This design comes from an exercise in tuning for small area, a short achievable clock period and few clock cycles on the open sky130 flow, not from production work. Where RTL was checked, it was by simulation tests only, not by an equivalence proof against the original. Power figures rest on the tool's default switching activity, not on a simulated workload.

// dict_expand
module dict_expand (
    input  wire       clk,
    input  wire       rst,         
    input  wire       start,       
    output wire [1:0] status,      
    output wire [2:0] err,         
    input  wire       in_valid,
    input  wire       in_end,      
    input  wire [7:0] in_data,
    output wire       in_ready,
    output wire       out_valid,
    output wire [7:0] out_data,
    input  wire       out_ready
);
    localparam [1:0] ST_IDLE = 2'd0, ST_BUSY = 2'd1, ST_DONE = 2'd2, ST_ERROR = 2'd3;
    localparam [2:0] E_NONE = 3'd0, E_MALFORMED = 3'd2, E_INVARIANT = 3'd3,
                     E_CAPACITY = 3'd4;
    function [10:0] phase_tab;
        input [6:0] sel;           
        begin
            case (sel)
            7'd16: phase_tab = {3'd0, 8'b11111111};
            7'd24: phase_tab = {3'd0, 8'b11111000};
            7'd25: phase_tab = {3'd0, 8'b11111000};
            7'd26: phase_tab = {3'd0, 8'b11111000};
            7'd27: phase_tab = {3'd0, 8'b11111000};
            7'd28: phase_tab = {3'd0, 8'b11111000};
            7'd29: phase_tab = {3'd0, 8'b11111000};
            7'd30: phase_tab = {3'd0, 8'b11111000};
            7'd31: phase_tab = {3'd0, 8'b11111000};
            7'd32: phase_tab = {3'd0, 8'b10101010};
            7'd33: phase_tab = {3'd1, 8'b01010101};
            7'd40: phase_tab = {3'd1, 8'b01010000};
            7'd41: phase_tab = {3'd1, 8'b01010000};
            7'd42: phase_tab = {3'd1, 8'b01010000};
            7'd43: phase_tab = {3'd1, 8'b01010000};
  ...
Size: roughly 1900 cells after synthesis, roughly 650 flip-flops, about 29 I/O pins, ~0.025 mm2 of cells after synthesis.
Settings: LEC_CHECK=0, CAP_MARGIN=20, CORE_MARGIN=2, CORE_UTILIZATION=40, CTS_CLUSTER_DIAMETER=100, CTS_CLUSTER_SIZE=25, PLACE_DENSITY=0.6, SLEW_MARGIN=20; clock period 12.5 ns.
standard.sh (not shown) runs the stock make flow with config.mk's settings and CLKGATE_MAP_FILE= SYNTH_SCRIPT=/design/flow/synth_recipe.tcl, a recipe that flattens the netlist after the stock synthesis.
==> flow/flow/run.sh <==
#!/bin/bash
# Standard layout, with repair_timing asked to overfix setup (the SDC and
# clock period are the design's; only the repair target is tighter), and
# the port buffers made of buf_4 cells.
set -euo pipefail
export SETUP_SLACK_MARGIN=9.0
export BUFFER_PORTS_ARGS="-buffer_cell sky130_fd_sc_hd__buf_4"
bash standard.sh > standard_flow.log 2>&1
Testbench counts at the start, summed over its fixed seeds: cycles 30,599.
Then changed:
--- a/flow/design.v
+++ b/flow/design.v
@@ -152,19 +152,19 @@
     reg        q_code;             
     reg        q_first;            
     reg  [7:0] q_ends;             
     reg  [2:0] q_jn;               
     reg  [1:0] q_err;              
     reg        q_pz;               
     reg        bad_acc;            
     reg  [1:0] errl;               
     reg        pzl;                
-    reg  [8:0] rb;                 
+    reg  [9:0] rb;                 
     wire       r_code  = (U != 8'd0) && ({1'b0, nb} > U) && (nb[6:1] != 6'd0);
     wire       r_first = r_code & ~q_code;
     wire [10:0] ptab   = phase_tab({code_width(U), r_first, q_jn});
     wire [7:0] r_ends  = ptab[7:0] & {8{r_code}};
     wire       r_pz    = r_first && (pad == 3'd5);
     reg  [1:0] r_err;
     always @(*) begin
         if (!r_code)
             r_err = 2'd2;
@@ -185,18 +185,19 @@
     wire       bad_all   = |(q_ends & ge);
     wire       bad_valid = |(q_ends & vmask & ge);
     wire       pz      = q_k1 | q_pz;
     wire [1:0] errl_c  = q_k1 ? ((U != 8'd0) ? 2'd2 : (pad == 3'd5) ? 2'd0 : 2'd3) :
                          (q_err != 2'd0) ? q_err :
                          (bad_acc | bad_valid) ? 2'd3 : 2'd0;
     wire [1:0] err_use = lagv ? errl_c : errl;
     wire       pz_use  = lagv ? pz : pzl;
     reg        einit;
+    reg  [5:0] p;                  
     reg  [6:0] cur;                
     reg  [7:0] sl0, sl1, sl2, sl3;
     reg  [3:0] rv;                 
     reg  [3:0] s;                  
     reg        s2v;
     reg  [5:0] c2r;                
     reg        hv;
     reg  [7:0] head;               
     reg  [7:0] hcopy;              
@@ -218,25 +219,24 @@
     wire        adv1_a = can1 & (~s2v | ~hv);
     wire        adv1_b = can1 & ov;
     wire        adv2_a = s2v & ~hv;
     wire        adv2_b = s2v & ov;
     wire        take  = ov & out_ready;
     wire        adv1  = adv1_a | (adv1_b & out_ready);
     wire        adv2  = adv2_a | (adv2_b & out_ready);
     wire        hv_n  = adv2 | (hv & ~take);
     wire        cons  = adv1 & xw;                        
-    wire [5:0]  p     = ph - cur[5:0];                    
     wire        z     = rv[0] & (p[1:0] == 2'd0);
     wire [3:0]  tsel  = z ? p[5:2] - 4'd1 : p[5:2];
     wire [2:0]  jt    = z ? 3'd4 : {1'b0, p[1:0]};       
     wire [7:0]  F     = dview[32*tsel +: 8];
-    wire [6:0]  dlt   = nb - cur;                         
-    wire        dpos  = 1'b1;
+    wire [7:0]  dlt   = {1'b0, nb} - {1'b0, cur};            
+    wire        dpos  = ~dlt[7];
     wire        dhi   = |dlt[6:3];
     wire [5:0]  dgt;                                      
     assign dgt[0] = dpos & (dhi | (dlt[2:0] > 3'd0));
     assign dgt[1] = dpos & (dhi | (dlt[2:0] > 3'd1));
     assign dgt[2] = dpos & (dhi | (dlt[2:0] > 3'd2));
     assign dgt[3] = dpos & (dhi | (dlt[2:0] > 3'd3));
     assign dgt[4] = dpos & (dhi | (dlt[2:0] > 3'd4));
     assign dgt[5] = dpos & (dhi | (dlt[2:0] > 3'd5));
     reg         tav;
@@ -251,63 +251,65 @@
     end
     wire        ld_a  = einit & tav & ~jt[2];             
     wire        ld_b  = einit & tav;                      
     wire        load  = ld_a | (ld_b & cons);
     wire [3:0]  lsel  = 4'd1 << ph[1:0];
     wire [3:0]  rv_k  = rv | ({3'd0, ld_a} << jt[1:0]);
     wire [4:0]  rv_s  = {1'b0, rv} | ({4'd0, ld_b} << jt);
     wire [3:0]  rv_n  = cons ? rv_s[4:1] : rv_k;
     wire        init_e = lagv & q_first;
+    wire [5:0]  p_i   = p + 6'd1;
     wire [6:0]  cur_i = cur + 7'd1;
     wire [3:0]  s_n   = xw ? s - {1'b0, cw} + 4'd8 : s - {1'b0, cw};
     wire [5:0]  dp    = ph - 6'd1 - c2r;                  
     always @(posedge clk) begin
         if (load & lsel[0]) sl0 <= F;
         if (load & lsel[1]) sl1 <= F;
         if (load & lsel[2]) sl2 <= F;
         if (load & lsel[3]) sl3 <= F;
         if (start_go) begin
             rv    <= 4'd0;
             einit <= 1'b0;
         end else if (init_e) begin
             rv    <= 4'd0;
             einit <= 1'b1;
+            p     <= 6'd1;
             cur   <= nb - 7'd1;
             s     <= 4'd0 - {1'b0, cw};
         end else begin
             rv  <= rv_n;
+            p   <= cons ? p : p_i;
             cur <= cons ? cur_i : cur;
             if (adv1) s <= s_n;
         end
         if (adv1) c2r <= code;
         if (start_go)  s2v <= 1'b0;
         else if (adv1) s2v <= 1'b1;
         else if (adv2) s2v <= 1'b0;
         if (adv2) hcopy <= dview[8*dp +: 8];
         head <= (adv2 | ~hv) ? dview[8*dp +: 8] : hcopy;
         hv <= start_go ? 1'b0 : hv_n;
     end
-    wire [8:0] rb_ld = {nb[5:0] - U[5:0], 3'b000} - {6'd0, pad} - 9'd11;
-    wire [8:0] rb_m  = rb - {6'd0, cw};
-    wire       last  = (rb == {6'd0, cw});
+    wire [9:0] rb_ld = {nb - U[6:0], 3'b000} - {6'd0, pad} - 10'd11;
+    wire [9:0] rb_m  = rb - {7'd0, cw};
+    wire       last  = (rb == {7'd0, cw});
     wire       ok_e  = (err_use == 2'd0) & ~pz_use;
     always @(posedge clk) begin
         ph   <= start_go ? 6'd63 : ph + 6'd1;
         lagv <= wr & ~start_go;
         cw    <= code_width(U);
         if (wr && nb == 7'd0) hdr0 <= in_data;
         if (wr && nb == 7'd1) ulo  <= in_data[7:5];
         if (start_go) begin
             q_k1    <= 1'b0;
             q_code  <= 1'b0;
             q_first <= 1'b0;
             q_ends  <= 8'd0;
-            q_jn    <= 3'd0;
             q_err   <= 2'd2;
             q_pz    <= 1'b0;
             bad_acc <= 1'b0;
             errl    <= 2'd2;
             pzl     <= 1'b0;
         end else if (lagv) begin
             errl    <= errl_c;
             pzl     <= pz;
             bad_acc <= bad_acc | bad_all;
Area after synthesis is higher by 1.8%.
Power shrinks by 8.2%.
Sequential share of layout area is higher by 0.69 points.
Maximum frequency rose by 0.45%.
Via count increases by 1.3%.
Critical path depth does not change.
Flip-flop and latch count went up by 7.
Die area grows by 1.7%.
Worst setup slack improved by 0.016 ns.
Clock power stays flat.
Function not checked in the second run of this note: the RTL went through the layout flow alone.

==> afterwards: timing with drivers on the ports <==
Ports are ideal in the flow. The routed layouts listed here were re-timed in OpenROAD.
Step 1 assumes that a clkbuf_16 drives the clock port and a buf_2 every other input.
Step 2, shift: input delay + t, output delay - t, t = (earliest + latest rising clock arrival at the registers) / 2. This alone moves slack from input paths to output paths.
Three values: no drivers, after step 1, after step 2; two values: the first two.
run	t, ns	slack for setup (ns)	hold slack, ns	worst setup path at the end	pins driven straight from the clock port
the first run	0.694	8.855 / 8.794 / 8.405	0.344 / 0.344 / 0.344	input to register	1
the second run	0.674	8.872 / 8.811 / 8.419	0.329 / 0.329 / 0.329	input to register	1
After both steps setup and hold are still met in every run listed. The setup slack of the second run, which loses most, moves by -0.061 ns with the drivers and by -0.453 ns with both steps.
